Context: an optimization exercise on an open-source flow, tuned for small area, a short achievable clock period and few clock cycles. The choices shown serve that exercise and are no tape-out recipe.
Only simulation tests tie the RTL to the original design; equivalence was not proved.
Power figures rest on the tool's default switching activity, not on a simulated workload.

## flow/design.v (module list and top-level ports; edited modules follow where they fit)
// module ambi_inc: 15 lines
// module ambi_incs: 19 lines
// module ambi_rsh26: 17 lines
// module ambi_add_a: 26 lines
// module ambi_add_b: 37 lines
// module ambi_b2f: 13 lines
// module ambi_sub_b: 34 lines
// module ambi_mul_a: 43 lines
// module ambi_mul_b: 34 lines
// module ambi_shape_index: 18 lines
// module ambi_shape_scale: 14 lines
// module ambi_mul24: 919 lines
// module ambi_mul8: 312 lines
// module ambi_core: 422 lines
module ambi_core (
    input  wire        clk,
    input  wire        rst,            
    input  wire        cmd_valid,
    output wire        cmd_ready,
    input  wire [3:0]  cmd_op,
    input  wire [7:0]  cmd_addr,
    input  wire [31:0] cmd_data,
    output wire        out_valid,
    input  wire        out_ready,
    output wire [7:0]  out_data,
    output wire        out_last,
    output reg         rsp_valid,
    output reg  [31:0] rsp_data
);
  // ...
==> flow/flow/run.sh <==
#!/bin/bash
# The standard layout, with a stronger buffer on every port than the
# default choice of buffer_ports, and timing repair aimed at a slack of
# 54.6 ns on the design's 70 ns clock.
set -euo pipefail
export BUFFER_PORTS_ARGS="-buffer_cell sky130_fd_sc_hd__buf_4"
export SETUP_SLACK_MARGIN=54.6
bash standard.sh finish > standard_flow.log 2>&1
==> flow/standard.sh <==
#!/bin/bash
# synth_recipe.tcl (not shown) runs the flow's synth.tcl, then flattens the netlist and writes it again
# the make line also repeats each setting of config.mk as NAME=value (left out here)
make -C /OpenROAD-flow-scripts/flow DESIGN_CONFIG=/design/flow/config.mk WORK_HOME=/design/flow/orfs CLKGATE_MAP_FILE= SYNTH_SCRIPT=/design/flow/synth_recipe.tcl "${@:-finish}"
==> flow/config.mk <==
export PLATFORM = sky130hd
export DESIGN_NAME = ambi_core
export DESIGN_NICKNAME = ambi_core
export VERILOG_FILES = /design/flow/design.v
export SDC_FILE = /design/flow/constraint.sdc
export NUM_CORES = 8
export LEC_CHECK = 0
export ABC_AREA = 1
export CAP_MARGIN = 40
export CORE_MARGIN = 2
export CORE_UTILIZATION = 40
export CTS_CLUSTER_DIAMETER = 80
export CTS_CLUSTER_SIZE = 25
export SLEW_MARGIN = 40
==> flow/constraint.sdc <==
create_clock -name core_clock -period 70.0 [get_ports {clk}]
set_input_delay 14.0000 -clock core_clock [delete_from_list [all_inputs] [get_ports {clk}]]
set_output_delay 14.0000 -clock core_clock [all_outputs]
set_load 0.01 [all_outputs]
==> metrics.csv, run 1 <==
metric;value;unit
antennaDiodeCount;68;
mostFrequentLayoutCells;dfxtp_1 (3,486), nand2_1 (3,134), inv_1 (1,473), o21ai_0 (800), nor2_1 (754);
highest_layer;met5;
outcome;finished clean;
crit_family;flip-flops;
cp-start-kind;flip-flop;
min_from;orr[2][5];
largest_reg_flops;2048;
cap_violations;0;
period_needed;15570;ps
clock_cell_area_share;3.64;%
drive_gt1_share;8.05;%
grt_overflow_total;0;
fillers;33577;
fin_worst_skew;152;ps
die_area;0.349;sq mm
ant_nets;0;
r2r_cells;56;
drcViolationCount;0;
met1_usage;47.4;%
powerDensity;25.2;mW/mm^2
n_tap_cell;4557;
place_inst;19495;
rows;215;
numCtsBuffers;184;
tritoncts;done;
regArea;0.0736;sq mm
num_vias;114920;
Testbench counts, summed over its fixed seeds: cycles 4,337.
==> run 2, diff against run 1 <==
==> flow/flow/run.sh (replaced) <==
#!/bin/bash
# The standard layout with three changes:
#  - synthesis maps with flow/abc_area.script, an area-first ABC script
#    (map -a, then buffering and sizing), in place of ORFS's abc_area.script;
#    everything else in synthesis, registers included, is the standard one
#  - a stronger buffer (buf_4) on every port than buffer_ports picks by itself
#  - timing repair aimed at a slack of 54.6 ns on the design's 70 ns clock
set -euo pipefail
export BUFFER_PORTS_ARGS="-buffer_cell sky130_fd_sc_hd__buf_4"
export SETUP_SLACK_MARGIN=54.6
rm -rf scripts_abc
cp -r "$FLOW_HOME/scripts" scripts_abc
cp flow/abc_area.script scripts_abc/abc_area.script
sed "s#\"\${@:-finish}\"#SCRIPTS_DIR=$PWD/scripts_abc \"\${@:-finish}\"#" standard.sh > standard_abc.sh
bash standard_abc.sh synth > synth_flow.log 2>&1
bash standard.sh finish > standard_flow.log 2>&1
==> flow/flow/abc_area.script (new file) <==
strash
dch
map -a
topo
stime -c
buffer -c
upsize -c
dnsize -c
==> metrics.csv, run 2 <==
metric;value;unit;change
crit_required;56000;ps;
finalSetupViolCount;0;;
crit_fanout;1;;
io-pin-count;92;;
cts_root_buf;clkbuf_16;;
die_height;586;um;
synthCells;14101;;
finalHoldViolations;0;;
clock_path_buffers;4;;
cp.arrival;1450;ps;
setup-tns-final;0;ps;
numCtsBuffers;181;;-1.6%
p_leak;0.0611;uW;
place_inst;18665;;-4.3%
grt_pass1_wl;774000;um;
ir_drop;0.0294;mV;
largest-register;lr;;
synth_top_cell_by_area;dfxtp_1;;
hold_end;lr[82][2];;
tightest_slew;973;ps;
setup_ws;54550;ps;
drt_wl_total;563000;um;
final_cells;18965;;
clk_pin_slew;100;ps;
gp_congestion;1.10;;
r2r_start;rg_pos[0];;
drive_gt1_share;8.09;%;+0.046 points
avgViaCountPerCell;5.71;;
antenna_found_initial;78;;
synth_top_area_share;52.0;%;
dieWidth;586;um;
min_from;lr[81][2];;
grt_start_max_net_pins;104;;
ys_seq_area_share;54.2;%;
rows;213;;-0.93%
synth_most_common_cell;dfxtp_1;;
hold_path_class;flip-flop to flip-flop;;
powerDensity;25.6;mW/mm^2;+1.5%
fp.coreArea;0.337;sq mm;
port_buffers;91;;
syn2layout_area_growth;10.7;%;
utilization;44.5;%;
nets;15186;;
slowest_stage;edfxtp_1;;
rsz0062_at_grt;true;;
ys_ff_latch;3623;;
final_common_cell;dfxtp_1;;
clock.fmax;64.7;MHz;
yosys_warnings;12;;
mostFrequentLayoutCells;dfxtp_1 (3,502), nand2_1 (1,734), inv_1 (1,367), nor2_1 (1,113), a22oi_1 (839);;
htreeDepth;4;;
dp_slack;54250;ps;
path_class;flip-flop to output pin;;
async_flop_share;0;%;
drt-initial-drc-count;14376;;
period_needed;15450;ps;-117 ps
postCtsSetupRepairBufs;0;;
synth_flop_cell;dfxtp_1;;
cp-start-kind;flip-flop;;
synth_commonest_cells;dfxtp_1 (3,524), nand2_1 (1,737), inv_1 (1,385);;
maxSlewHeadroom;34.6;%;
report.final.slew_viol_count;0;;
p_total;3830;uW;
avgRoutedWirePerCell;29.7;um;
r2r-end;od_r[7];;
crit_chain;buf_6;;
grt_overflow_total;0;;unchanged
r2r_cells;62;;+11%
num_vias;108253;;-5.8%
holdPathStages;0;;
synthTopCellsByArea;dfxtp_1 (52%), nand2_1 (4.8%), fa_1 (4.7%);;
synth_edf_count;99;;
synth.cell_area;0.136;sq mm;
ant_nets;0;;unchanged
track_usage;31.9;%;
cap_violations;0;;unchanged
drcViolationCount;0;;unchanged
cts_sinks;3623;;
cp-end-kind;output pin;;
synth_cell_types;83;;
cpPeakStageDelay;410;ps;
start_util;40.2;%;
outcome;finished clean;;
tritoncts;done;;
crit_family;flip-flops;;
die_area;0.344;sq mm;-1.6%
grt_pass1_vias;100046;;
synthesis.nets;14944;;
dr.pass1.iters;8;;
post-route-period-util;22.1;%;
dp.final_hpwl;441000;um;
reg_top3;lr (2048), tr (768);;
avgSynthCellArea;9.62;sq um;
fin_worst_skew;77.9;ps;-73.9 ps
timing.critical_path.buf_inv;1;;
clk_latency;970;ps;
reg2reg_slack;56180;ps;
largest_reg_flops;2048;;unchanged
[run 2: cell type report]
type,count,area [sq um]
Fill cell,32465,187000
Sequential cell,3623,73500
Multi-Input combinational cell,8539,55700
Tap cell,4515,5650
Inverter,1472,5540
Clock buffer,202,4690
Timing Repair Buffer,526,4130
Clock inverter,44,681
Antenna cell,44,110
[run 2: per-stage QoR]
stage          hold slack [ps]  area [sq um]
2_1_floorplan              310        136000
5_1_grt                    290        150000
4_1_cts                    290        150000
3_3_place_gp               310        144000
6_report                   286        150000
3_5_place_dp               312        144000
[run 2: layer usage]
layer,vias to the layer above,part of all wire (%),global-route usage (%)
li1,48415,-,-
met1,52832,44,45.2
met2,5831,40,44.6
met3,1127,12,10.4
met4,48,4.6,12.3
met5,-,0.076,0.182
[run 2: worst max-delay path by stage]
stage                start          end  slack [ps]  cells after the start
2_1_floorplan  cmd_addr[1]       rdy_pn       54700                     12
3_3_place_gp   cmd_addr[1]        rdy_r       54090                     14
3_5_place_dp   cmd_addr[1]        rdy_r       54250                     14
4_1_cts            od_r[3]  out_data[3]       54510                      1
5_1_grt            od_r[5]  out_data[5]       54490                      1
6_report           od_r[5]  out_data[5]       54550                      1
[run 2: power by group]
group / internal (uW) / switching [uW] / leakage [uW]
clock: 502 / 705 / 0.00261
sequential: 2080 / 11.7 / 0.0293
combinational: 167 / 367 / 0.0292
[run 2: what timing repair did]
item / in CTS / in global routing
hold buffers: 0 / 0
endpoints found under the setup margin: 36 / 26
gates resized for setup: 54 / 4
[run 2: kinds of logic after synthesis]
family | count (synthesis) | synth area share, %
xor+xnor | 607 | 3.94
buf+inv | 1939 | 5.42
simple gates | 3975 | 12.5
fa+ha+maj | 795 | 9.08
other cells | 1 | 0.00277
compound gates | 3145 | 14.8
mux | 16 | 0.118
flops | 3623 | 54.2
==> run 3, diff against run 2 <==
--- a/flow/flow/run.sh
+++ b/flow/flow/run.sh
@@ -3,3 +3,3 @@
 #  - synthesis maps with flow/abc_area.script, an area-first ABC script
-#    (map -a, then buffering and sizing), in place of ORFS's abc_area.script;
+#    (map -a, then buffering and sizing, three times over), in place of ORFS's abc_area.script;
 #    everything else in synthesis, registers included, is the standard one
==> flow/flow/abc_area.script (replaced) <==
strash
dch
map -a
topo
stime -c
buffer -c
upsize -c
dnsize -c
strash
dch
map -a
topo
stime -c
buffer -c
upsize -c
dnsize -c
strash
dch
map -a
topo
stime -c
buffer -c
upsize -c
dnsize -c
==> metrics.csv, run 3 <==
metric;value;unit;change
avgRoutedWirePerCell;32.1;um;+8.3%
finalHoldViolations;0;;unchanged
synth_edf_count;99;;unchanged
drt-initial-drc-count;13541;;-5.8%
cts_sinks;3623;;unchanged
clock_path_buffers;4;;unchanged
synth_commonest_cells;dfxtp_1 (3,524), nand2_1 (1,427), inv_1 (1,276);;
fin_worst_skew;162;ps;+84.5 ps
nets;14666;;-3.4%
grt_start_max_net_pins;122;;+17%
crit_chain;buf_6;;
utilization;44.5;%;-0.052 points
placed_area;0.142;sq mm;-1.6%
num_vias;106833;;-1.3%
crit_family;flip-flops;;
holdPathStages;0;;unchanged
synth_flop_cell;dfxtp_1;;
clk_latency;1050;ps;+80 ps
cpPeakStageDelay;420;ps;about the same
p_seq_share;56.4;%;+1.8 points
grt_overflow_total;0;;unchanged
async_flop_share;0;%;unchanged
switching_share;26.6;%;-1.7 points
numCtsBuffers;184;;+1.7%
htreeDepth;4;;unchanged
tightest_slew;1070;ps;+93.2 ps
r2r_start;pm[1];;
largest_reg_flops;2048;;unchanged
synth_top_cell_by_area;dfxtp_1;;
synthesis.nets;14413;;-3.6%
path_depth;1;;unchanged
min_from;sr[21][4];;
reg_top3;lr (2048), tr (768);;
die_area;0.340;sq mm;-1.1%
setup-tns-final;0;ps;unchanged
maxSlewHeadroom;28.9;%;-5.7 points
final_common_cell;dfxtp_1;;
cp-end-kind;output pin;;
mostFrequentLayoutCells;dfxtp_1 (3,496), nand2_1 (1,423), inv_1 (1,271), nor2_1 (1,074), a22oi_1 (870);;
synth.cell_area;0.134;sq mm;-1.1%
dieWidth;583;um;-0.55%
pwr-share-clk;33.2;%;+1.7 points
multi_input_area;0.0540;sq mm;-3.1%
tritoncts;done;;
dr.pass1.iters;7;;-1
synthTopCellsByArea;dfxtp_1 (53%), a22oi_1 (4.9%), fa_1 (4.7%);;
report.final.slew_viol_count;0;;unchanged
rsz0062_at_grt;true;;
fin_area;0.148;sq mm;-1.2%
dp.final_hpwl;443000;um;+0.40%
drcViolationCount;0;;unchanged
clock.fmax;64.3;MHz;-0.64%
die_height;583;um;-0.55%
io-pin-count;92;;unchanged
ys_ff_latch;3623;;unchanged
cts_root_buf;clkbuf_16;;
p_int;2720;uW;-0.99%
synth_cell_types;88;;+6.0%
track_usage;34.1;%;+2.2 points
port_buffers;91;;unchanged
slowest_stage;edfxtp_1;;
hold_slack;200;ps;-85.6 ps
synth_top_area_share;52.6;%;+0.59 points
place_inst;18008;;-3.5%
ant_nets;0;;unchanged
gp_congestion;1.13;;+2.4%
largest-register;lr;;
cp-start-kind;flip-flop;;
p_switching;987;uW;-8.9%
avgViaCountPerCell;5.81;;+1.8%
synthCells;13570;;-3.8%
regArea;0.0736;sq mm;about the same
cp.arrival;1550;ps;+100 ps
avgSynthCellArea;9.88;sq um;+2.8%
yosys_warnings;12;;unchanged
outcome;finished clean;;
ys_seq_area_share;54.8;%;+0.61 points
drt_wl_total;591000;um;+5.0%
antenna_found_initial;107;;+37%
final_cells;18388;;-3.0%
r2r_cells;69;;+11%
hold_path_class;flip-flop to flip-flop;;
synth_most_common_cell;dfxtp_1;;
hold_buffers;0;;unchanged
period_needed;15550;ps;+100 ps
p_leak;0.0607;uW;-0.71%
drive_gt1_share;8.62;%;+0.53 points
grt_pass1_vias;98432;;-1.6%
hold_end;sr[22][4];;
cap_violations;0;;unchanged
r2r-end;rb_s[26];;
comb_power_share;10.3;%;-3.6 points
reg2reg_slack;56330;ps;+150 ps
rows;212;;-0.47%
post-route-period-util;22.2;%;+0.14 points
finalSetupViolCount;0;;unchanged
path_class;flip-flop to output pin;;
timing.critical_path.buf_inv;1;;unchanged
powerDensity;25.0;mW/mm^2;-2.0%
fp.coreArea;0.333;sq mm;-1.1%
syn2layout_area_growth;10.6;%;
clk_pin_slew;100;ps;about the same
crit_fanout;1;;unchanged
crit_required;56000;ps;about the same
grt_pass1_wl;804000;um;+3.9%
start_util;40.2;%;about the same
fillers;31762;;-2.2%
ir_drop;0.0245;mV;-17%
[run 3: layout make-up]
cell class | count | area share [%]
well taps | 4387 | 3.70
clock buffers | 202 | 3.22
flip-flops and latches | 3623 | 49.6
inverters | 1412 | 3.62
multi-input cells | 8088 | 36.4
clock inverters | 48 | 0.494
diodes | 114 | 0.192
repair buffers | 514 | 2.73
[run 3: worst max-delay path by stage]
stage,start,to
2_1_floorplan,cmd_addr[1],rdy_pn
3_3_place_gp,cmd_addr[1],rdy_pn
3_5_place_dp,cmd_addr[1],rdy_pn
4_1_cts,od_r[6],out_data[6]
5_1_grt,od_r[6],out_data[6]
6_report,od_r[6],out_data[6]
[run 3: worst register-to-register path: cells and delay by family (launching register included)]
family                     cells  cell delay (ps)
DFF                            1              350
AOI/OAI and AO/OA             34             5490
adders and majority gates      3             1310
and+or+nand+nor               24             3930
buffers and inverters          7             2340
xor gates and xnor gates       1              140
[run 3: cells by family (layout without fill, tap and decap cells)]
group | after synthesis | in the layout | synth area share, %
buf+inv | 1859 | 2176 | 5.49
simple gates | 3503 | 3503 | 11.3
compound gates | 3183 | 3183 | 15.3
flops | 3623 | 3623 | 54.8
fa+ha+maj | 795 | 795 | 9.18
other cells | 1 | 115 | 0.00280
mux | 32 | 32 | 0.240
xor+xnor | 574 | 574 | 3.75
[run 3: power by group through the flow]
| stage | clock [uW] | combinational, uW | sequential (uW) |
|---|---|---|---|
| after floorplan | 0 | 265 | 2130 |
| after global placement | 0 | 369 | 2140 |
| after detailed placement | 0 | 371 | 2140 |
| after CTS | 1240 | 374 | 2090 |
| after global routing | 1310 | 430 | 2100 |
| final | 1230 | 384 | 2090 |
[run 3: layer usage]
metal	share of wire (%)	vias to the layer above	global-route usage [%]
met2	44	6370	52.0
met5	0.031	-	0.312
met1	37	51627	40.2
met4	9.5	26	26.7
met3	10	1860	10.2
li1	-	46950	-
[run 3: timing repair]
item,in CTS,in global routing
buffers inserted,0,0
gates resized for setup,40,18
endpoints found under the setup margin,33,32
[run 3: through the flow]
stage	setup WS, ps	power, uW
floorplan	54730	2400
global placement	54170	2510
detailed placement	54230	2510
CTS	54410	3700
global route	54410	3840
finish	54450	3710
==> run 4, diff against run 3 <==
--- a/flow/flow/run.sh
+++ b/flow/flow/run.sh
@@ -3,3 +3,5 @@
 #  - synthesis maps with flow/abc_area.script, an area-first ABC script
-#    (map -a, then buffering and sizing, three times over), in place of ORFS's abc_area.script;
+#    (map -a, then buffering and sizing, three times over), in place of
+#    ORFS's abc_area.script, and lowers adders with Yosys's own carry
+#    lookahead instead of ORFS's Kogge-Stone map (SYNTH_OPERATIONS_ARGS set);
 #    everything else in synthesis, registers included, is the standard one
@@ -14,3 +16,3 @@
 sed "s#\"\${@:-finish}\"#SCRIPTS_DIR=$PWD/scripts_abc \"\${@:-finish}\"#" standard.sh > standard_abc.sh
-bash standard_abc.sh synth > synth_flow.log 2>&1
+SYNTH_OPERATIONS_ARGS="-noshare" bash standard_abc.sh synth > synth_flow.log 2>&1
 bash standard.sh finish > standard_flow.log 2>&1
==> metrics.csv, run 4 <==
metric;value;unit;change
outcome;finished clean;;
ant_nets;0;;unchanged
numCtsBuffers;183;;-0.54%
htreeDepth;4;;unchanged
async_flop_share;0;%;unchanged
synth_cell_types;81;;-8.0%
cap_violations;0;;unchanged
ys_ff_latch;3623;;unchanged
grt_pass1_wl;842000;um;+4.7%
synth_top_area_share;53.1;%;+0.52 points
clk_pin_slew;100;ps;about the same
synth.cell_area;0.133;sq mm;-0.98%
start_util;40.2;%;about the same
fin_worst_skew;95.7;ps;-66.8 ps
synth_flop_cell;dfxtp_1;;
avgViaCountPerCell;6.02;;+3.7%
synthesis.nets;14039;;-2.6%
drive_gt1_share;8.88;%;+0.26 points
largest_reg_flops;2048;;unchanged
finalSetupViolCount;0;;unchanged
crit_fanout;1;;unchanged
synthMuxAreaShare;0.235;%;-0.0052 points
io-pin-count;92;;unchanged
powerDensity;24.7;mW/mm^2;-1.2%
fp.coreArea;0.330;sq mm;-0.95%
mostFrequentLayoutCells;dfxtp_1 (3,485), nand2_1 (1,302), inv_1 (1,083), nor2_1 (1,019), a22oi_1 (938);;
synth_top_family_by_area;compound AO/OA/AOI/OAI gates;;
synthTopCellsByArea;dfxtp_1 (53%), fa_1 (5.7%), a22oi_1 (5.3%);;
ir_drop;0.0231;mV;-5.6%
drcViolationCount;0;;unchanged
yosys_warnings;12;;unchanged
avgRoutedWirePerCell;35.4;um;+10%
synth_simple_gate_area_share;10.6;%;-0.70 points
num_vias;107843;;+0.95%
dr.pass1.iters;7;;unchanged
cp.arrival;1480;ps;-70 ps
grt_overflow_total;0;;unchanged
hold_buffers;0;;unchanged
fillers;31525;;-0.75%
largest-register;lr;;
dieWidth;580;um;-0.49%
synth-compound-area-share;14.9;%;-0.36 points
synth_xor_area_share;3.56;%;-0.19 points
cp-start-kind;flip-flop;;
clock_path_buffers;4;;unchanged
cpPeakStageDelay;410;ps;about the same
hold_path_class;flip-flop to flip-flop;;
die_height;580;um;-0.49%
final_common_cell;dfxtp_1;;
tritoncts;done;;
hold_slack;275;ps;+75.3 ps
maxSlewHeadroom;27.2;%;-1.7 points
drt_wl_total;633000;um;+7.1%
timing.critical_path.buf_inv;1;;unchanged
multi_input_area;0.0541;sq mm;+0.17%
antenna_found_initial;127;;+19%
period_needed;15480;ps;-72.2 ps
nets;14348;;-2.2%
ys_seq_area_share;55.4;%;+0.54 points
cts_root_buf;clkbuf_16;;
finalHoldViolations;0;;unchanged
port_buffers;91;;unchanged
tightest_slew;1090;ps;+20.9 ps
gp_congestion;1.12;;-0.51%
synthAdderAreaFrac;10.8;%;+1.6 points
crit_chain;buf_6;;
clock.fmax;64.6;MHz;+0.47%
grt_start_max_net_pins;116;;-4.9%
postCtsSetupRepairBufs;0;;unchanged
synth_top_cell_by_area;dfxtp_1;;
utilization;44.8;%;+0.32 points
setup-tns-final;0;ps;unchanged
rows;211;;-0.47%
regArea;0.0736;sq mm;about the same
grt_pass1_vias;97816;;-0.63%
report.final.slew_viol_count;0;;unchanged
crit_family;flip-flops;;
reg_top3;lr (2048), tr (768);;
synth_most_common_cell;dfxtp_1;;
post-route-period-util;22.1;%;-0.10 points
slowest_stage;edfxtp_1;;
path_class;flip-flop to output pin;;
syn2layout_area_growth;11.4;%;
synth_edf_count;99;;unchanged
p_leak;0.0602;uW;-0.86%
avgSynthCellArea;10.2;sq um;+2.8%
die_area;0.337;sq mm;-0.97%
cts_sinks;3623;;unchanged
synth_commonest_cells;dfxtp_1 (3,524), nand2_1 (1,308), nor2_1 (1,184);;
dp.final_hpwl;484000;um;+9.2%
cp-end-kind;output pin;;
drt-initial-drc-count;16060;;+19%
clk_latency;1000;ps;-50 ps
crit_required;56000;ps;about the same
synthCells;13075;;-3.6%
rsz0062_at_grt;true;;
track_usage;36.5;%;+2.3 points
## run 4: changes by cell type after synthesis, moves of 60 or more
cell / change
o21ai_0: -73
fa_1: +62
xor2_1: -60
nand2_1: -119
a22oi_1: +60
inv_1: -172
## run 4: what timing repair did
action | 4_1_cts | 5_1_grt
resized for setup | 71 | 11
setup endpoints to repair | 44 | 29
endpoints found under the hold margin | 0 | 0
## run 4: cell type report
| cell class | instances | area share, % |
|---|---|---|
| repair buffers | 566 | 3.15 |
| multi-input cells | 7829 | 36.6 |
| inverters | 1181 | 3.00 |
| clock inverters | 55 | 0.523 |
| well taps | 4366 | 3.69 |
| clock buffers | 194 | 3.17 |
| flip-flops and latches | 3623 | 49.7 |
| diodes | 86 | 0.145 |
## run 4: cells by family (layout without fill, tap and decap cells)
family                   count (synthesis)  in the layout
XOR/XNOR                               539            539
multiplexers                            31             31
other                                    1             87
AND/OR/NAND/NOR                       3291           3291
AO/OA/AOI/OAI                         3050           3050
flip-flops                            3623           3623
buffers and inverters                 1623           1996
adder cells (fa/ha/maj)                917            917
## run 4: path summary, 6_finish.rpt
| check | start | endpoint | slack [ps] | depth (start not counted) |
|---|---|---|---|---|
| worst max-delay path | od_r[1] | out_data[1] | 54520 | 1 |
| worst min-delay path | lr[98][6] | lr[99][6] | 280 | 0 |
| worst max register to register | rg_pos[7] | od_r[6] | 55690 | 49 |
| worst min register to register | lr[98][6] | lr[99][6] | 280 | 0 |
## run 4: power by group
group	total, uW	switching, uW	internal, uW
clock network	1230	714	511
logic	341	223	118
registers	2090	12.5	2080
total	3660	949	2710
## run 4: per-layer routing
| metal | track usage (%) | part of all wire, % | up-vias |
|---|---|---|---|
| met2 | 50.2 | 39 | 7507 |
| met3 | 13.5 | 13 | 2024 |
| met1 | 47.7 | 40 | 52621 |
| li1 | - | - | 45637 |
| met5 | 0.808 | 0.094 | - |
| met4 | 23.1 | 7.8 | 54 |
## run 4: through the flow
step / area [sq um] / setup WS [ps] / total power (uW) / instances
floorplan: 133000 / 54820 / 2360 / 13075
global placement: 141000 / 54010 / 2470 / 17535
detailed placement: 142000 / 54100 / 2470 / 17555
CTS: 147000 / 54460 / 3660 / 17804
global route: 148000 / 54470 / 3780 / 17828
finish: 148000 / 54520 / 3660 / 17900
==> run 5, diff against run 4 <==
--- a/flow/flow/run.sh
+++ b/flow/flow/run.sh
@@ -5,3 +5,4 @@
 #    ORFS's abc_area.script, and lowers adders with Yosys's own carry
-#    lookahead instead of ORFS's Kogge-Stone map (SYNTH_OPERATIONS_ARGS set);
+#    lookahead instead of ORFS's Kogge-Stone map (SYNTH_OPERATIONS_ARGS set),
+#    and leaves full and half adders to ABC (ADDER_MAP_FILE empty);
 #    everything else in synthesis, registers included, is the standard one
@@ -16,3 +17,3 @@
 sed "s#\"\${@:-finish}\"#SCRIPTS_DIR=$PWD/scripts_abc \"\${@:-finish}\"#" standard.sh > standard_abc.sh
-SYNTH_OPERATIONS_ARGS="-noshare" bash standard_abc.sh synth > synth_flow.log 2>&1
+ADDER_MAP_FILE= SYNTH_OPERATIONS_ARGS="-noshare" bash standard_abc.sh synth > synth_flow.log 2>&1
 bash standard.sh finish > standard_flow.log 2>&1
==> metrics.csv, run 5 <==
metric;value;unit;change
avgViaCountPerCell;5.88;;-2.3%
utilization;44.9;%;+0.088 points
cp-end-kind;output pin;;
final_cells;19829;;+11%
ant_nets;0;;unchanged
die_area;0.336;sq mm;-0.20%
powerDensity;24.6;mW/mm^2;-0.59%
port_buffers;91;;unchanged
drive_gt1_share;10.5;%;+1.6 points
finalHoldViolations;0;;unchanged
tritoncts;done;;
die_height;580;um;about the same
synth_most_common_cell;dfxtp_1;;
final_common_cell;dfxtp_1;;
synth_commonest_cells;dfxtp_1 (3,524), nand2_1 (2,637), nor2_1 (1,535);;
avgSynthCellArea;8.90;sq um;-12%
crit_chain;buf_6;;
period_needed;15450;ps;-25.2 ps
path_depth;1;;unchanged
clock.fmax;64.7;MHz;+0.16%
crit_required;56000;ps;about the same
largest_reg_flops;2048;;unchanged
dr.pass1.iters;10;;+3
fp.coreArea;0.330;sq mm;about the same
synth.cell_area;0.133;sq mm;-0.20%
yosys_warnings;12;;unchanged
dp.final_hpwl;500000;um;+3.3%
grt_start_max_net_pins;94;;-19%
cp-start-kind;flip-flop;;
gp_congestion;1.18;;+4.9%
largest-register;lr;;
synth_edf_count;99;;unchanged
p_leak;0.0592;uW;-1.6%
cp.arrival;1450;ps;-30 ps
tightest_slew;1060;ps;-28.6 ps
grt_pass1_vias;100161;;+2.4%
r2r_cells;77;;+57%
fillers;31911;;+1.2%
synthTopCellsByArea;dfxtp_1 (53%), nand2_1 (7.5%), a22oi_1 (4.9%);;
fin_worst_skew;93.7;ps;-2.02 ps
numCtsBuffers;185;;+1.1%
reg_top3;lr (2048), tr (768);;
antenna_found_initial;138;;+8.7%
io-pin-count;92;;unchanged
clk_pin_slew;100;ps;about the same
track_usage;37.2;%;+0.74 points
synth_top_cell_by_area;dfxtp_1;;
ys_seq_area_share;55.5;%;+0.11 points
start_util;40.2;%;-0.048 points
synthesis.nets;14938;;+6.4%
clock_path_buffers;4;;unchanged
nets;15277;;+6.5%
outcome;finished clean;;
drt_wl_total;647000;um;+2.2%
place_inst;19393;;+10%
crit_fanout;1;;unchanged
synth_flop_cell;dfxtp_1;;
synthCells;14890;;+14%
grt_pass1_wl;854000;um;+1.4%
timing.critical_path.buf_inv;1;;unchanged
p_total;3640;uW;-0.47%
htreeDepth;4;;unchanged
min_from;lr[59][7];;
syn2layout_area_growth;11.8;%;
cpPeakStageDelay;410;ps;about the same
cap_violations;0;;unchanged
drcViolationCount;0;;unchanged
drt-initial-drc-count;17699;;+10%
crit_family;flip-flops;;
hold_slack;279;ps;+3.25 ps
path_class;flip-flop to output pin;;
synth_cell_types;94;;+16%
hold_path_class;flip-flop to flip-flop;;
clk_latency;970;ps;-30 ps
crit_start;od_r[7];;
slowest_stage;edfxtp_1;;
cts_sinks;3623;;unchanged
grt_overflow_total;0;;unchanged
holdPathStages;0;;unchanged
finalSetupViolCount;0;;unchanged
mostFrequentLayoutCells;dfxtp_1 (3,492), nand2_1 (2,634), nor2_1 (1,295), inv_1 (1,101), a22oi_1 (865);;
post-route-period-util;22.1;%;-0.036 points
avgRoutedWirePerCell;32.6;um;-7.7%
hold_buffers;0;;unchanged
synth_top_area_share;53.2;%;+0.11 points
report.final.slew_viol_count;0;;unchanged
num_vias;116682;;+8.2%
r2r_start;rg_pos[5];;
ir_drop;0.0192;mV;-17%
rows;211;;unchanged
dieWidth;580;um;about the same
rsz0062_at_grt;true;;
setup-tns-final;0;ps;unchanged
cts_root_buf;clkbuf_16;;
maxSlewHeadroom;29.3;%;+2.1 points
ys_ff_latch;3623;;unchanged
async_flop_share;0;%;unchanged
## run 5: power breakdown
part / total, uW / switching (uW) / internal (uW)
logic: 314 / 212 / 101
registers: 2090 / 11.4 / 2080
clock network: 1240 / 723 / 516
total: 3640 / 947 / 2700
## run 5: logic make-up after synthesis
kind of cell             count (synthesis)  synth area share (%)
AND/OR/NAND/NOR                       5396                  17.3
flip-flops                            3623                  55.5
AO/OA/AOI/OAI                         3235                  15.8
buffers and inverters                 1675                  5.00
XOR/XNOR                               916                  6.05
multiplexers                            36                 0.272
adder cells (fa/ha/maj)                  7                0.0595
other                                    2               0.00567
## run 5: path summary, 6_finish.rpt
check                endpoint  slack (ps)
setup reg to reg      od_r[6]       54910
hold / removal      lr[60][7]         280
hold reg to reg     lr[60][7]         280
setup / recovery  out_data[7]       54550
## run 5: timing repair
item | in CTS | in global routing
buffers inserted | 0 | 1
endpoints found under the setup margin | 42 | 50
gates cloned | 0 | 0
resized for setup | 65 | 13
pin swaps | 0 | 1
## run 5: per-layer routing
metal | track usage (%) | up-vias | wire (um)
met4 | 15.3 | 80 | 31700
li1 | - | 51146 | -
met1 | 50.6 | 56181 | 277000
met3 | 18.6 | 1506 | 94800
met5 | 1.99 | - | 933
met2 | 48.8 | 7769 | 243000
## run 5: area by class of cell
type | instances | area (sq um) | area share, %
repair buffers | 585 | 4780 | 3.23
flip-flops and latches | 3623 | 73600 | 49.7
clock inverters | 56 | 836 | 0.564
inverters | 1242 | 4690 | 3.16
clock buffers | 201 | 4750 | 3.21
well taps | 4366 | 5460 | 3.69
multi-input cells | 9592 | 53600 | 36.2
diodes | 164 | 410 | 0.277
## run 5: worst register-to-register path: cells and delay by family (launching register included)
family / cells / cell delay, ps
simple gates: 36 / 6350
compound gates: 23 / 4950
buf+inv: 13 / 2270
xor+xnor: 4 / 500
fa+ha+maj: 1 / 390
flops: 1 / 340
## run 5: metrics by stage
stage          instance area, sq um  worst slack, ps
2_1_floorplan                133000            54780
3_3_place_gp                 141000            54330
3_5_place_dp                 142000            54390
4_1_cts                      147000            54510
5_1_grt                      148000            54510
6_report                     148000            54550
==> module ambi_core, before the edit <==
module ambi_core (
    input  wire        clk,
    input  wire        rst,            
    input  wire        cmd_valid,
    output wire        cmd_ready,
    input  wire [3:0]  cmd_op,
    input  wire [7:0]  cmd_addr,
    input  wire [31:0] cmd_data,
    output wire        out_valid,
    input  wire        out_ready,
    output wire [7:0]  out_data,
    output wire        out_last,
    output reg         rsp_valid,
    output reg  [31:0] rsp_data
);
    localparam NCH = 24;
    localparam [31:0] ALPHA_INIT  = 32'h3F000000;    
    localparam [31:0] BRIGHT_INIT = 32'h3F800000;    
    localparam [31:0] F32_ONE     = 32'h3F800000;
    integer k;
    reg rst_q;
    always @(posedge clk) rst_q <= rst;
    reg  [7:0] lr [0:255];
    reg  [7:0] ph;
    reg        sweep;                   
    wire [7:0] ins_slot  = ph + 8'd1;
    wire [7:0] ins_entry = {ins_slot[0], ins_slot[7:1]};
    reg        rdy_r;
    reg        rdy_pn;              
    reg        h_v;
    reg [3:0]  h_op;
    reg [7:0]  h_addr;
    reg [31:0] h_data;
    assign cmd_ready = ~rdy_pn;
    wire h_show   = h_op == 4'd0;
    wire h_smooth = h_op == 4'd1;
    wire h_bright = h_op == 4'd2;
    wire h_lut    = h_op == 4'd3;
    wire h_pix    = h_op == 4'd4;
    wire h_new    = h_op == 4'd5;
    wire h_frame  = h_op == 4'd6;
    wire h_clear  = h_op == 4'd7;
    wire h_read   = h_op == 4'd8;
    wire data_ok  = h_data[30:23] != 8'hFF;
    wire h_ch     = h_addr[7:5] == 3'd0 && h_addr[4:0] < NCH;    
    wire h_proc   = h_show | (h_bright & data_ok) | h_pix | h_frame;    
    wire h_xop    = h_proc | h_clear;                                   
    reg        proc_busy;       
    reg [4:0]  rph;             
    reg [1:0]  pm;              
    reg [4:0]  pc;              
    reg        clear_m;         
    reg        px_put;          
    reg        smooth_m;        
    reg        xfer_pend;       
    reg        ov_r, ol_r;      
    reg [7:0]  od_r;
    reg        px_busy;         
    reg        px_abs;          
    reg        px_sg;           
    reg        px_zero;         
    reg [4:0]  px_cnt;          
    wire       fpass = proc_busy & smooth_m;                
    wire [4:0] e0 = (rph >= 5'd6)  ? rph - 5'd6  : rph + 5'd18;
    wire [4:0] e1 = (rph >= 5'd14) ? rph - 5'd14 : rph + 5'd10;
    wire [4:0] e2 = (rph >= 5'd22) ? rph - 5'd22 : rph + 5'd2;
    wire       fp_ok = pc >= 5'd6;
    wire na0      = (!fpass | ((pm == 2'd0) & fp_ok)) & (h_addr[4:0] == e0);
    wire na1      = (!fpass | ((pm == 2'd1) & fp_ok)) & (h_addr[4:0] == e1);
    wire na2      = (!fpass | ((pm == 2'd2) & fp_ok)) & (h_addr[4:0] == e2);
    wire new_at   = !h_ch | na0 | na1 | na2;
    wire at_tap   = (rph == 5'd7) | (rph == 5'd15) | (rph == 5'd23);
    wire [1:0] tap_n = (rph == 5'd7) ? 2'd1 : (rph == 5'd15) ? 2'd2 : 2'd0;
    wire o_free   = !xfer_pend & (!ov_r | ol_r);            
    wire x_idle   = !xfer_pend & !ov_r;
    reg h_can;
    always @(*) begin
        if (sweep)          h_can = 1'b0;
        else if (h_new)     h_can = new_at;
        else if (h_lut)     h_can = !proc_busy & (ins_entry == h_addr);
        else if (h_smooth)  h_can = !proc_busy & !an_busy;
        else if (h_read)    h_can = !proc_busy & x_idle & (!h_ch | (rph == h_addr[4:0]));
        else if (h_pix)     h_can = !proc_busy & o_free & at_tap & !an_busy & (px_put | !h_ch);
        else if (h_xop)     h_can = !proc_busy & o_free & at_tap & !an_busy;
        else                h_can = 1'b1;
    end
    wire h_exec = h_v & h_can;
    wire       px_step = h_v & h_pix & px_busy & (!px_abs | !h_data[31]);
    wire [31:0] px_neg;
    ambi_inc #(.W(32)) u_pxneg (.a(~h_data), .c(1'b1), .y(px_neg));
    wire [31:0] px_next = !px_abs ? (h_data[31] ? px_neg : h_data) : {h_data[30:0], 1'b0};
    wire px_inj = h_v & h_pix & !px_busy & !px_put & h_ch & !proc_busy & (rph == h_addr[4:0]);
    always @(posedge clk) begin
        if (h_free)
            px_put <= 1'b0;
        else if (px_inj)
            px_put <= 1'b1;
    end
    always @(posedge clk) begin
        if (h_free) begin
            px_busy <= 1'b1;
            px_abs  <= 1'b0;
        end else if (h_v & h_pix & px_busy) begin
            if (!px_abs) begin
                px_abs  <= 1'b1;
                px_sg   <= h_data[31];
                px_zero <= h_data == 32'd0;
                px_cnt  <= 5'd0;
                if (h_data == 32'd0)
                    px_busy <= 1'b0;
            end else if (h_data[31])
                px_busy <= 1'b0;
            else
                px_cnt <= px_cnt + 5'd1;
        end
    end
    wire        px_inc = h_data[7] & ((|h_data[6:0]) | h_data[8]);
    wire [30:0] px_mag;
    ambi_inc #(.W(31)) u_pxmag (.a({8'd158 - {3'd0, px_cnt}, h_data[30:8]}), .c(px_inc), .y(px_mag));
    wire [31:0] pix_f  = px_zero ? 32'd0 : {px_sg, px_mag};
    wire h_free = !h_v | h_exec;
    wire x_new = cmd_op == 4'd5;
    wire x_nop = cmd_op[3] & (cmd_op[2:0] != 3'd0);
    wire       fpass_n = (fpass & (pc != NCH + 5)) | (h_exec & h_frame);
    wire [1:0] pm_n    = (h_exec & h_xop) ? tap_n : pm;
    wire       fp_ok_n = !(h_exec & h_xop) & (pc >= 5'd5);
    wire       al0_n   = !fpass_n | ((pm_n == 2'd0) & fp_ok_n);
    wire       al1_n   = !fpass_n | ((pm_n == 2'd1) & fp_ok_n);
    wire       al2_n   = !fpass_n | ((pm_n == 2'd2) & fp_ok_n);
    wire [4:0] f0 = (rph >= 5'd5)  ? rph - 5'd5  : rph + 5'd19;
    wire [4:0] f1 = (rph >= 5'd13) ? rph - 5'd13 : rph + 5'd11;
    wire [4:0] f2 = (rph >= 5'd21) ? rph - 5'd21 : rph + 5'd3;
    wire x_at  = (cmd_addr[7:5] != 3'd0) | (cmd_addr[4:3] == 2'b11) |
                 (al0_n & (cmd_addr[4:0] == f0)) | (al1_n & (cmd_addr[4:0] == f1)) |
                 (al2_n & (cmd_addr[4:0] == f2));
    wire x_can = x_nop | (x_new & x_at);
    wire h_soon = h_v & h_new & ((al0_n & (h_addr[4:0] == f0)) | (al1_n & (h_addr[4:0] == f1)) |
                                 (al2_n & (h_addr[4:0] == f2)));
    always @(posedge clk) begin
        if (rdy_r) begin
            h_op   <= cmd_op;
            h_addr <= cmd_addr;
            h_data <= cmd_data;
        end else if (px_step)
            h_data <= px_next;
        if (rst | rst_q | sweep) begin
            h_v      <= 1'b0;
            rdy_r    <= !rst & !rst_q & (ph == 8'd255);
            rdy_pn   <= rst | rst_q | (ph != 8'd255);
        end else begin
            if (rdy_r)
                h_v <= cmd_valid;
            else if (h_exec)
                h_v <= 1'b0;
            rdy_r    <= rdy_r ? (!cmd_valid | x_can) : (h_free | h_soon);
            rdy_pn   <= rdy_r ? (cmd_valid & !x_can) : !(h_free | h_soon);
        end
    end
    reg [31:0] alpha;
    reg [31:0] bright;
    reg        an_z;            
    reg [9:0]  an_e;            
    reg [23:0] an_m;            
    wire       an_busy = !an_m[23] & !an_z;    
    reg [31:0] data_clamped;
    always @(*) begin
        if (h_data[31] && h_data[30:0] != 31'd0)
            data_clamped = 32'd0;
        else if (!h_data[31] && h_data[30:0] > F32_ONE[30:0])
            data_clamped = F32_ONE;
        else
            data_clamped = h_data;
    end
    wire dc_n = data_clamped[30:23] != 8'd0;
    always @(posedge clk) begin
        if (rst_q) begin
            alpha  <= ALPHA_INIT;
            bright <= BRIGHT_INIT;
            an_z   <= 1'b0;
            an_e   <= 10'd126;
            an_m   <= 24'h800000;
        end else if (h_exec & data_ok & h_smooth) begin
            alpha <= data_clamped;
            an_z  <= data_clamped[30:0] == 31'd0;
            an_e  <= dc_n ? {2'b00, data_clamped[30:23]} : 10'd1;
            an_m  <= {dc_n, data_clamped[22:0]};
        end else if (an_busy) begin
            an_e  <= an_e - 10'd1;
            an_m  <= {an_m[22:0], 1'b0};
        end
        if (!rst_q & h_exec & data_ok & h_bright)
            bright <= data_clamped;
    end
    reg [31:0] tr [0:NCH-1];      
    reg [7:0]  orr [0:NCH-1];     
    reg [7:0]  sr [0:NCH-1];      
    wire [31:0] t_rd = (pm == 2'd1) ? tr[8] : (pm == 2'd2) ? tr[16] : tr[0];
    wire [7:0]  s_rd = (pm == 2'd1) ? sr[8] : (pm == 2'd2) ? sr[16] : sr[0];
    reg  [4:0]  xptr;
    wire [4:0]  o_ridx = x_idle ? h_addr[4:0] : xptr;
    wire [4:0]  o_pos  = (rph >= o_ridx) ? rph - o_ridx : rph + 5'd24 - o_ridx;
    wire        o_in   = o_ridx < NCH;
    reg  [7:0]  o_rd;
    always @(*) begin
        o_rd = 8'd0;
        for (k = 0; k < NCH; k = k + 1)
            o_rd = o_rd | ({8{o_in & (o_pos == k)}} & orr[k]);
    end
    always @(posedge clk) begin
        if (rst_q) begin
            proc_busy <= 1'b0;
            rph       <= 5'd0;
            pm        <= 2'd0;
        end else begin
            rph <= (rph == NCH - 1) ? 5'd0 : rph + 5'd1;
            if (h_exec & h_xop) begin
                proc_busy <= 1'b1;
                smooth_m  <= h_frame;
                clear_m   <= h_clear;
                pm        <= tap_n;
                pc        <= 5'd0;
            end else if (proc_busy) begin
                pc <= pc + 5'd1;
                if (pc == NCH + 5)
                    proc_busy <= 1'b0;
            end
        end
    end
    wire [31:0] sf;
    ambi_b2f u_b2f (.s(s_rd), .y(sf));
    wire        a_sx, a_sz;
    wire [7:0]  a_ex;
    wire [27:0] a_s;
    ambi_add_a u_suba (.a(sf), .b({~t_rd[31], t_rd[30:0]}), .sx(a_sx), .sz(a_sz), .ex(a_ex), .s(a_s));
    reg         rb_sx;
    reg [7:0]   rb_ex;
    reg [27:0]  rb_s;
    always @(posedge clk) begin
        rb_sx <= a_sx;
        rb_ex <= a_ex;
        rb_s  <= a_s;
    end
    wire        b_dz, b_ds;
    wire [9:0]  b_de;
    wire [22:0] b_df;
    ambi_sub_b u_subb (.sx(rb_sx), .ex(rb_ex), .s(rb_s), .dz(b_dz), .ds(b_ds), .de(b_de), .df(b_df));
    reg         rc_dz, rc_ds;
    reg [9:0]   rc_de;
    reg [22:0]  rc_df;
    always @(posedge clk) begin
        rc_dz <= b_dz;
        rc_ds <= b_ds;
        rc_de <= b_de;
        rc_df <= b_df;
    end
    wire        c_pz, c_ps, c_pst;
    wire [9:0]  c_pe;
    wire [24:0] c_pm;
    ambi_mul_a u_mula (.az(an_z), .as(alpha[31]), .ae(an_e), .af(an_m[22:0]),
                       .dz(rc_dz), .ds(rc_ds), .de(rc_de), .df(rc_df),
                       .pz(c_pz), .ps(c_ps), .pe(c_pe), .pm(c_pm), .pst(c_pst));
    reg         rd_pz, rd_ps, rd_pst;
    reg [9:0]   rd_pe;
    reg [24:0]  rd_pm;
    always @(posedge clk) begin
        rd_pz  <= c_pz;
        rd_ps  <= c_ps;
        rd_pst <= c_pst;
        rd_pe  <= c_pe;
        rd_pm  <= c_pm;
    end
    wire [31:0] d_p;
    ambi_mul_b u_mulb (.pz(rd_pz), .ps(rd_ps), .pe(rd_pe), .pm(rd_pm), .pst(rd_pst), .y(d_p));
    reg [31:0]  re_p;
    always @(posedge clk)
        re_p <= smooth_m ? d_p : 32'h80000000;
    wire        e_sx, e_sz;
    wire [7:0]  e_ex;
    wire [27:0] e_s;
    wire [31:0] e_t = (pm == 2'd1) ? tr[12] : (pm == 2'd2) ? tr[20] : tr[4];
    ambi_add_a u_adda (.a(e_t), .b(re_p), .sx(e_sx), .sz(e_sz), .ex(e_ex), .s(e_s));
    reg         rf_sx, rf_sz;
    reg [7:0]   rf_ex;
    reg [27:0]  rf_s;
    always @(posedge clk) begin
        rf_sx <= e_sx;
        rf_sz <= e_sz;
        rf_ex <= e_ex;
        rf_s  <= e_s;
    end
    wire [31:0] t_new;
    ambi_add_b u_addb (.sx(rf_sx), .sz(rf_sz), .ex(rf_ex), .s(rf_s), .y(t_new));
    wire [7:0] sh_idx;
    ambi_shape_index u_idx (.t(t_new), .idx(sh_idx));
    reg [7:0] rg_pos;               
    always @(posedge clk)
        rg_pos <= ins_slot - {sh_idx[6:0], sh_idx[7]};
    reg [7:0] l_rd;
    always @(*) begin
        l_rd = 8'd0;
        for (k = 0; k < 256; k = k + 1)
            l_rd = l_rd | ({8{rg_pos == k}} & lr[k]);
    end
    wire [7:0] shaped;
    ambi_shape_scale u_scale (.gv(l_rd), .bright(bright), .o(shaped));
    wire        t_zero  = sweep | (proc_busy & clear_m);
    wire        t_ins   = proc_busy & smooth_m & (pc >= 5'd5) & (pc <= NCH + 4);
    always @(posedge clk) begin
        tr[0] <= tr[NCH-1];
        tr[1] <= t_zero ? 32'd0 : (px_inj ? pix_f : tr[0]);
        for (k = 2; k < NCH; k = k + 1)
            tr[k] <= tr[k-1];
        if (t_ins & (pm == 2'd0))
            tr[6] <= t_new;
        if (t_ins & (pm == 2'd1))
            tr[14] <= t_new;
        if (t_ins & (pm == 2'd2))
            tr[22] <= t_new;
    end
    wire [4:0]  o_widx  = pc - 5'd6;
    wire        o_wen   = proc_busy & (pc >= 5'd6);
    wire [7:0]  o_wd    = clear_m ? 8'd0 : shaped;
    always @(posedge clk) begin
        orr[0] <= orr[NCH-1];
        for (k = 1; k < NCH; k = k + 1)
            orr[k] <= orr[k-1];
        if (sweep)
            orr[7] <= 8'd0;
        else if (o_wen & (pm == 2'd0))
            orr[7] <= o_wd;
        if (o_wen & (pm == 2'd1))
            orr[15] <= o_wd;
        if (o_wen & (pm == 2'd2))
            orr[23] <= o_wd;
    end
    wire        s_wen   = h_exec & h_new & h_ch;
    always @(posedge clk) begin
        sr[0] <= sr[NCH-1];
        for (k = 1; k < NCH; k = k + 1)
            sr[k] <= sr[k-1];
        if (sweep)
            sr[7] <= 8'd0;
        else if (s_wen & na0)
            sr[7] <= h_data[7:0];
        if (s_wen & na1)
            sr[15] <= h_data[7:0];
        if (s_wen & na2)
            sr[23] <= h_data[7:0];
    end
    wire       l_wen   = h_exec & h_lut;
    wire [7:0] ins_val = sweep ? ins_entry : h_data[7:0];
    always @(posedge clk) begin
        if (rst_q) begin
            ph    <= 8'd0;
            sweep <= 1'b1;
        end else begin
            ph <= ph + 8'd1;
            if (ph == 8'd255)
                sweep <= 1'b0;
        end
        lr[0] <= (sweep | l_wen) ? ins_val : lr[255];
        for (k = 1; k < 256; k = k + 1)
            lr[k] <= lr[k-1];
    end
    reg [2:0]  gcnt;            
    reg        ov_pn, ol_pn;        
    assign out_valid = ~ov_pn;
    assign out_data  = od_r;
    assign out_last  = ~ol_pn;
    wire o_byp  = o_wen & (o_widx == xptr);
    wire o0_ok  = !proc_busy | (pc > 5'd5);
    wire start = xfer_pend & !ov_r & (gcnt == 3'd0) & o0_ok;
    wire adv   = ov_r & out_ready;
    always @(posedge clk) begin
        if (rst | rst_q)
            ov_r <= 1'b0;
        else if (start)
            ov_r <= 1'b1;
        else if (adv & ol_r)
            ov_r <= 1'b0;
        ov_pn <= rst | rst_q | !(start | (ov_r & !(adv & ol_r)));
        if (start | (adv & !ol_r)) begin
            od_r <= o_byp ? o_wd : o_rd;
            ol_r <= xptr == NCH - 1;
        end
        ol_pn <= (start | (adv & !ol_r)) ? (xptr != NCH - 1) : !ol_r;
        if (rst_q) begin
            xfer_pend <= 1'b0;
            xptr      <= 5'd0;
            gcnt      <= 3'd0;
        end else begin
            if (h_exec & h_xop)
                xfer_pend <= 1'b1;
            else if (start)
                xfer_pend <= 1'b0;
            if (adv & ol_r)
                xptr <= 5'd0;
            else if (start | adv)
                xptr <= xptr + 5'd1;
            if (adv & ol_r)
                gcnt <= 3'd7;
            else if (gcnt != 3'd0)
                gcnt <= gcnt - 3'd1;
        end
    end
    always @(posedge clk) begin
        if (rst | rst_q)
            rsp_valid <= 1'b0;
        else
            rsp_valid <= h_exec & h_read;
        if (h_ch)
            rsp_data <= tr[0];
        else if (h_addr[7:5] == 3'd1)
            rsp_data <= {24'd0, o_rd};
        else if (h_addr == 8'd64)
            rsp_data <= alpha;
        else if (h_addr == 8'd65)
            rsp_data <= bright;
        else
            rsp_data <= 32'd0;
    end
endmodule
==> run 6, diff against run 5 <==
--- a/flow/design.v
+++ b/flow/design.v
@@ -1564,6 +1564,6 @@
     wire       fpass = proc_busy & smooth_m;                
-    wire [4:0] e0 = (rph >= 5'd6)  ? rph - 5'd6  : rph + 5'd18;
-    wire [4:0] e1 = (rph >= 5'd14) ? rph - 5'd14 : rph + 5'd10;
-    wire [4:0] e2 = (rph >= 5'd22) ? rph - 5'd22 : rph + 5'd2;
-    wire       fp_ok = pc >= 5'd6;
+    wire [4:0] e0 = (rph >= 5'd7)  ? rph - 5'd7  : rph + 5'd17;
+    wire [4:0] e1 = (rph >= 5'd15) ? rph - 5'd15 : rph + 5'd9;
+    wire [4:0] e2 = (rph >= 5'd23) ? rph - 5'd23 : rph + 5'd1;
+    wire       fp_ok = pc >= 5'd7;
     wire na0      = (!fpass | ((pm == 2'd0) & fp_ok)) & (h_addr[4:0] == e0);
@@ -1626,3 +1626,3 @@
     wire [1:0] pm_n    = (h_exec & h_xop) ? tap_n : pm;
-    wire       fp_ok_n = !(h_exec & h_xop) & (pc >= 5'd5);
+    wire       fp_ok_n = !(h_exec & h_xop) & (pc >= 5'd6);
     wire       al0_n   = !fpass_n | ((pm_n == 2'd0) & fp_ok_n);
@@ -1630,5 +1630,5 @@
     wire       al2_n   = !fpass_n | ((pm_n == 2'd2) & fp_ok_n);
-    wire [4:0] f0 = (rph >= 5'd5)  ? rph - 5'd5  : rph + 5'd19;
-    wire [4:0] f1 = (rph >= 5'd13) ? rph - 5'd13 : rph + 5'd11;
-    wire [4:0] f2 = (rph >= 5'd21) ? rph - 5'd21 : rph + 5'd3;
+    wire [4:0] f0 = (rph >= 5'd6)  ? rph - 5'd6  : rph + 5'd18;
+    wire [4:0] f1 = (rph >= 5'd14) ? rph - 5'd14 : rph + 5'd10;
+    wire [4:0] f2 = (rph >= 5'd22) ? rph - 5'd22 : rph + 5'd2;
     wire x_at  = (cmd_addr[7:5] != 3'd0) | (cmd_addr[4:3] == 2'b11) |
@@ -1842,9 +1842,9 @@
         if (sweep)
-            sr[7] <= 8'd0;
+            sr[8] <= 8'd0;
         else if (s_wen & na0)
-            sr[7] <= h_data[7:0];
+            sr[8] <= h_data[7:0];
         if (s_wen & na1)
-            sr[15] <= h_data[7:0];
+            sr[16] <= h_data[7:0];
         if (s_wen & na2)
-            sr[23] <= h_data[7:0];
+            sr[0] <= h_data[7:0];
     end
--- a/flow/flow/run.sh
+++ b/flow/flow/run.sh
@@ -5,4 +5,3 @@
 #    ORFS's abc_area.script, and lowers adders with Yosys's own carry
-#    lookahead instead of ORFS's Kogge-Stone map (SYNTH_OPERATIONS_ARGS set),
-#    and leaves full and half adders to ABC (ADDER_MAP_FILE empty);
+#    lookahead instead of ORFS's Kogge-Stone map (SYNTH_OPERATIONS_ARGS set);
 #    everything else in synthesis, registers included, is the standard one
@@ -17,3 +16,3 @@
 sed "s#\"\${@:-finish}\"#SCRIPTS_DIR=$PWD/scripts_abc \"\${@:-finish}\"#" standard.sh > standard_abc.sh
-ADDER_MAP_FILE= SYNTH_OPERATIONS_ARGS="-noshare" bash standard_abc.sh synth > synth_flow.log 2>&1
+SYNTH_OPERATIONS_ARGS="-noshare" bash standard_abc.sh synth > synth_flow.log 2>&1
 bash standard.sh finish > standard_flow.log 2>&1
==> metrics.csv, run 6 <==
metric;value;unit;change
largest_reg_flops;2048;;unchanged
rsz0062_at_grt;true;;
rows;211;;unchanged
nets;14444;;-5.5%
cts_resized;72;;+11%
antenna_found_initial;119;;-14%
slowest_stage;edfxtp_1;;
io-pin-count;92;;unchanged
fillers;31635;;-0.86%
r2r_start;rg_pos[2];;
crit_chain;buf_6;;
wl_met3;81700;um;-14%
setup_ws;54450;ps;-94.6 ps
track_usage;38.2;%;+1.0 points
crit_family;flip-flops;;
ys_ff_latch;3623;;unchanged
ant_nets;0;;unchanged
outcome;finished clean;;
largest-register;lr;;
die_height;581;um;+0.16%
port_buffers;91;;unchanged
cp.arrival;1550;ps;+100 ps
hold_buffers;0;;unchanged
timing.critical_path.buf_inv;1;;unchanged
wl_met2;254000;um;+4.6%
ir_drop;0.0256;mV;+33%
crit_required;56000;ps;about the same
path_class;flip-flop to output pin;;
fin_worst_skew;109;ps;+15.2 ps
finalHoldViolations;0;;unchanged
tightest_slew;1080;ps;+18.7 ps
tritoncts;done;;
grt_start_max_net_pins;130;;+38%
start_util;40.2;%;+0.069 points
die_area;0.337;sq mm;+0.33%
syn2layout_area_growth;11.8;%;about the same
grt_pass1_vias;97814;;-2.3%
postCtsSetupRepairBufs;0;;unchanged
reg2reg_slack;55400;ps;+490 ps
synth_edf_count;99;;unchanged
cp-start-kind;flip-flop;;
period_needed;15550;ps;+94.6 ps
report.final.slew_viol_count;0;;unchanged
drt-initial-drc-count;16084;;-9.1%
clk_latency;1010;ps;+40 ps
dr.pass1.iters;8;;-2
setup-tns-final;0;ps;unchanged
synth_top_cell_by_area;dfxtp_1;;
maxSlewHeadroom;27.9;%;-1.4 points
synth_cell_types;78;;-17%
avgRoutedWirePerCell;36.8;um;+13%
crit_fanout;1;;unchanged
powerDensity;24.8;mW/mm^2;+0.91%
num_vias;108416;;-7.1%
hold_end;sr[13][4];;
synth.cell_area;0.133;sq mm;+0.33%
p_leak;0.0605;uW;+2.2%
dieWidth;581;um;+0.16%
clock_path_buffers;4;;unchanged
dp_slack;54460;ps;+72.8 ps
cpPeakStageDelay;440;ps;+30 ps
synthCells;13128;;-12%
dp.final_hpwl;517000;um;+3.4%
async_flop_share;0;%;unchanged
synthesis.nets;14088;;-5.7%
r2r-end;od_r[6];;
post-route-period-util;22.2;%;+0.14 points
clock.fmax;64.3;MHz;-0.61%
drcViolationCount;0;;unchanged
mostFrequentLayoutCells;dfxtp_1 (3,490), nand2_1 (1,447), inv_1 (1,116), nor2_1 (927), a22oi_1 (758);;
avgViaCountPerCell;6.01;;+2.1%
synth_most_common_cell;dfxtp_1;;
drt_wl_total;664000;um;+2.6%
clk_pin_slew;100;ps;about the same
synthTopCellsByArea;dfxtp_1 (53%), fa_1 (5.7%), ha_1 (5.0%);;
highest_layer;met5;;
avgSynthCellArea;10.1;sq um;+14%
synth_commonest_cells;dfxtp_1 (3,524), nand2_1 (1,451), inv_1 (1,136);;
htreeDepth;4;;unchanged
ys_seq_area_share;55.3;%;-0.18 points
grt_pass1_wl;875000;um;+2.5%
min_from;sr[12][4];;
drive_gt1_share;9.32;%;-1.2 points
cp-end-kind;output pin;;
numCtsBuffers;186;;+0.54%
r2r_cells;56;;-27%
yosys_warnings;12;;unchanged
cap_violations;0;;unchanged
grt_overflow_total;0;;unchanged
finalSetupViolCount;0;;unchanged
cts_sinks;3623;;unchanged
wl_met1;280000;um;+1.4%
synth_top_area_share;53.1;%;-0.18 points
holdPathStages;0;;unchanged
reg_top3;lr (2048), tr (768);;
synth_flop_cell;dfxtp_1;;
fp.coreArea;0.331;sq mm;+0.16%
cts_root_buf;clkbuf_16;;
final_common_cell;dfxtp_1;;
hold_path_class;flip-flop to flip-flop;;
gp_congestion;1.14;;-2.6%
-- run 6: logic make-up (layout without fill, tap and decap cells) --
logic type / Yosys count / in the layout / share of synthesized area (%)
flops: 3623 / 3623 / 55.3
mux: 35 / 35 / 0.264
buf+inv: 1667 / 2095 / 4.75
fa+ha+maj: 913 / 913 / 10.7
xor+xnor: 541 / 541 / 3.56
compound gates: 2982 / 2982 / 14.6
other cells: 1 / 116 / 0.00282
simple gates: 3366 / 3366 / 10.8
-- run 6: per-layer routing --
layer	vias up	track usage [%]
met1	53376	52.5
met4	50	22.3
met2	7357	50.8
met5	-	0.822
li1	45922	-
met3	1711	13.9
-- run 6: stage by stage --
stage                     hold slack (ps)  utilization, %  total power, uW  instance area, sq um  std cells
after floorplan                       310               -             2360                133000      13128
after CTS                             277            44.8             3690                148000      17916
final                                 251            45.0             3690                149000      18037
after global placement                310            42.9             2470                142000      17642
after global routing                  296            44.9             3800                148000      17950
after detailed placement              312            43.1             2470                142000      17656
-- run 6: final cells by class --
| class | count | area, sq um | share of cell area, % |
|---|---|---|---|
| tap | 4366 | 5460 | 3.68 |
| clock inverter | 57 | 792 | 0.533 |
| timing repair buffer | 623 | 4970 | 3.34 |
| antenna | 115 | 288 | 0.194 |
| clock buffer | 203 | 4850 | 3.27 |
| sequential | 3623 | 73600 | 49.5 |
| multi-input combinational | 7838 | 54200 | 36.4 |
| inverter | 1212 | 4550 | 3.06 |
-- run 6: how the worst max path moves through the flow --
stage                startpoint           to  cells past startpoint
finish                  od_r[7]  out_data[7]                      1
global route            od_r[7]  out_data[7]                      1
CTS                     od_r[7]  out_data[7]                      1
detailed placement  cmd_addr[0]        rdy_r                     10
global placement      out_ready      od_r[3]                      3
floorplan           cmd_addr[0]        rdy_r                      9
-- run 6: power breakdown --
group / switching (uW) / internal (uW) / leakage, uW
Combinational: 223 / 116 / 0.0284
Sequential: 11.8 / 2080 / 0.0294
Clock: 728 / 530 / 0.00276
Total: 962 / 2730 / 0.0605
Testbench counts of run 6, summed over its fixed seeds: cycles 4,329.
==> run 7, diff against run 6 <==
--- a/flow/flow/run.sh
+++ b/flow/flow/run.sh
@@ -3,3 +3,3 @@
 #  - synthesis maps with flow/abc_area.script, an area-first ABC script
-#    (map -a, then buffering and sizing, three times over), in place of
+#    (rewriting, then map -a with buffering and sizing, three times over), in place of
 #    ORFS's abc_area.script, and lowers adders with Yosys's own carry
--- a/flow/flow/abc_area.script
+++ b/flow/flow/abc_area.script
@@ -1 +1,12 @@
+strash
+balance
+rewrite
+refactor
+balance
+rewrite
+rewrite -z
+balance
+refactor -z
+rewrite -z
+balance
 strash
==> metrics.csv, run 7 <==
metric;value;unit;change
clk_pin_slew;100;ps;about the same
gp_congestion;1.14;;-0.78%
r2r-end;od_r[7];;
async_flop_share;0;%;unchanged
clock_path_buffers;4;;unchanged
synth.cell_area;0.132;sq mm;-0.37%
cts_root_buf;clkbuf_16;;
clock.fmax;64.2;MHz;-0.17%
drcViolationCount;0;;unchanged
cpPeakStageDelay;450;ps;about the same
nets;14279;;-1.1%
largest_reg_flops;2048;;unchanged
holdPathStages;0;;unchanged
crit_fanout;1;;unchanged
finalHoldViolations;0;;unchanged
p_total;3640;uW;-1.2%
grt_use_met2;47.0;%;-3.8 points
setup_ws;54430;ps;-26.6 ps
r2r_cells;52;;-7.1%
synth_xor_area_share;3.33;%;-0.24 points
port_buffers;91;;unchanged
post-route-period-util;22.3;%;+0.038 points
dp.final_hpwl;465000;um;-9.9%
hold_path_class;flip-flop to flip-flop;;
finalSetupViolCount;0;;unchanged
synth_top_family_by_area;compound AO/OA/AOI/OAI gates;;
report.final.slew_viol_count;0;;unchanged
fin_area;0.148;sq mm;-0.71%
final_common_cell;dfxtp_1;;
grt_pass1_wl;808000;um;-7.7%
dp_slack;54240;ps;-224 ps
ir_drop;0.0232;mV;-9.5%
path_class;flip-flop to output pin;;
largest-register;lr;;
grt_pass1_vias;95751;;-2.1%
synth_edf_count;99;;unchanged
die_area;0.336;sq mm;-0.37%
avgRoutedWirePerCell;33.9;um;-7.8%
yosys_warnings;12;;unchanged
synthCells;13000;;-0.98%
regArea;0.0735;sq mm;about the same
min_from;lr[105][6];;
clk_latency;1010;ps;about the same
fp.coreArea;0.330;sq mm;-0.16%
reg2reg_slack;55850;ps;+450 ps
synth_cell_types;82;;+5.1%
syn2layout_area_growth;11.4;%;
powerDensity;24.7;mW/mm^2;-0.50%
cts_sinks;3623;;unchanged
start_util;40.1;%;-0.085 points
fin_worst_skew;130;ps;+20.9 ps
rsz0062_at_grt;true;;
ys_seq_area_share;55.5;%;+0.21 points
cp-end-kind;output pin;;
hold_end;lr[106][6];;
crit_required;56000;ps;about the same
synth_top_cell_by_area;dfxtp_1;;
globalRouteMet3Util;15.0;%;+1.1 points
ys_ff_latch;3623;;unchanged
antenna_found_initial;84;;-29%
num_vias;106368;;-1.9%
synth-compound-area-share;15.1;%;+0.49 points
top_usage_layer;met1;;
synthTopCellsByArea;dfxtp_1 (53%), a22oi_1 (6.0%), fa_1 (5.7%);;
synth_most_common_cell;dfxtp_1;;
p_leak;0.0604;uW;-0.15%
outcome;finished clean;;
drive_gt1_share;8.97;%;-0.36 points
die_height;579;um;-0.18%
drt_wl_total;605000;um;-8.8%
io-pin-count;92;;unchanged
htreeDepth;4;;unchanged
grt_overflow_total;0;;unchanged
dieWidth;579;um;-0.18%
placed_area;0.141;sq mm;-0.68%
tritoncts;done;;
synth_flop_cell;dfxtp_1;;
avgViaCountPerCell;5.96;;-0.81%
dr.pass1.iters;8;;unchanged
synthAdderAreaFrac;10.8;%;+0.032 points
synthMuxAreaShare;0.227;%;-0.038 points
final_cells;17840;;-1.1%
synth_top_area_share;53.3;%;+0.20 points
drt-initial-drc-count;16294;;+1.3%
avgSynthCellArea;10.2;sq um;+0.61%
setup-tns-final;0;ps;unchanged
cp.arrival;1570;ps;+20 ps
synthesis.nets;13960;;-0.91%
synth_commonest_cells;dfxtp_1 (3,524), nand2_1 (1,304), inv_1 (1,176);;
rows;211;;unchanged
synth_simple_gate_area_share;10.3;%;-0.44 points
ant_nets;0;;unchanged
cap_violations;0;;unchanged
cp-start-kind;flip-flop;;
track_usage;35.1;%;-3.2 points
fillers;31506;;-0.41%
numCtsBuffers;185;;-0.54%
met1_usage;47.9;%;-4.6 points
r2r_start;rg_pos[4];;
maxSlewHeadroom;29.4;%;+1.5 points
crit_chain;inv_2 -> buf_6;;
multi_input_area;0.0537;sq mm;-0.82%
place_inst;17477;;-1.0%
slowest_stage;dfxtp_4;;
period_needed;15580;ps;+26.6 ps
reg_top3;lr (2048), tr (768);;
tightest_slew;1060;ps;-20.1 ps
grt_start_max_net_pins;120;;-7.7%
mostFrequentLayoutCells;dfxtp_1 (3,508), nand2_1 (1,298), inv_1 (1,155), a22oi_1 (1,058), nor2_1 (921);;
==> run 7: through the flow <==
step	util [%]	hold WS (ps)
final	44.7	277
after global routing	44.7	289
after CTS	44.6	281
after detailed placement	42.8	312
after global placement	42.7	310
after floorplan	-	310
==> run 7: cells by family after synthesis <==
logic type | Yosys count
compound gates | 3075
xor+xnor | 503
fa+ha+maj | 912
buf+inv | 1655
flops | 3623
mux | 30
other cells | 1
simple gates | 3201
==> run 7: how the worst max path moves through the flow <==
stage / slack [ps] / cells after the start / end / from
3_5_place_dp: 54240 / 9 / rdy_r / cmd_addr[3]
4_1_cts: 54380 / 2 / cmd_ready / rdy_pn
6_report: 54430 / 2 / cmd_ready / rdy_pn
5_1_grt: 54380 / 2 / cmd_ready / rdy_pn
3_3_place_gp: 52580 / 8 / rdy_r / cmd_addr[3]
2_1_floorplan: 54960 / 8 / rdy_pn / cmd_addr[2]
==> run 7: report_power, final <==
part | switching (uW) | internal [uW] | total [uW]
combinational | 201 | 108 | 309
sequential | 13.1 | 2080 | 2090
clock | 718 | 523 | 1240
total | 932 | 2710 | 3640
==> run 7: metal layers <==
metal | vias up | part of all wire [%]
met1 | 52123 | 42
met4 | 36 | 5.6
met3 | 1485 | 14
met2 | 7254 | 38
met5 | - | 0.17
li1 | 45470 | -
==> run 7: what timing repair did <==
action / CTS / global route
endpoints found under the setup margin: 18 / 19
hold buffers: 0 / 0
buffers inserted: 0 / 0
cloned: 0 / 0
gates resized for setup: 25 / 11
==> run 7: layout make-up <==
type,instances,share of cell area [%]
sequential,3623,49.8
multi-input combinational,7722,36.4
tap,4366,3.70
clock buffer,214,3.30
inverter,1223,3.12
timing repair buffer,564,3.00
clock inverter,48,0.510
antenna,80,0.136
==> run 7: worst max-delay path, delay by kind of cell, from the launching register on <==
kind	cells	cell delay, ps
buffers and inverters	2	160
flip-flops	1	450

[separate check: timing with driven ports]
The results above use ideal ports. As a check the final layouts listed here were re-extracted and re-timed, cells and wires unchanged. Step 1: set_driving_cell puts a clkbuf_16 on clk and a buf_2 on each other input, an assumption about the parent block. Step 2, shift: input delay + t, output delay - t, t = (earliest + latest rising clock arrival at the registers) / 2. This alone moves slack from input paths to output paths. a / b / c = no drivers / after step 1 / after step 2; a / b = the first two.
run	t, ns	slack for setup (ns)	hold slack, ns	clock arrival spread, ns	slew at the worst register clock pin (ns)
run 1	1.050	54.432 / 54.320 / 53.564	0.256 / 0.256 / 0.256	0.168 / 0.168	0.11 / 0.11
run 2	1.034	54.549 / 54.436 / 54.289	0.286 / 0.286 / 0.286	0.089 / 0.089	0.11 / 0.11
run 3	1.062	54.449 / 54.350 / 54.242	0.200 / 0.200 / 0.200	0.171 / 0.171	0.11 / 0.11
run 4	1.086	54.521 / 54.399 / 54.103	0.275 / 0.275 / 0.275	0.123 / 0.123	0.11 / 0.11
run 5	1.022	54.546 / 54.444 / 54.351	0.279 / 0.279 / 0.279	0.116 / 0.117	0.12 / 0.12
run 6	1.060	54.452 / 54.352 / 54.438	0.251 / 0.251 / 0.251	0.115 / 0.114	0.11 / 0.11
run 7	1.047	54.425 / 54.319 / 54.292	0.277 / 0.277 / 0.277	0.140 / 0.139	0.11 / 0.11
After both steps every run listed still meets setup and hold. For run 1, which loses most, drivers alone change the setup slack by -0.112 ns; drivers and shift together by -0.868 ns.
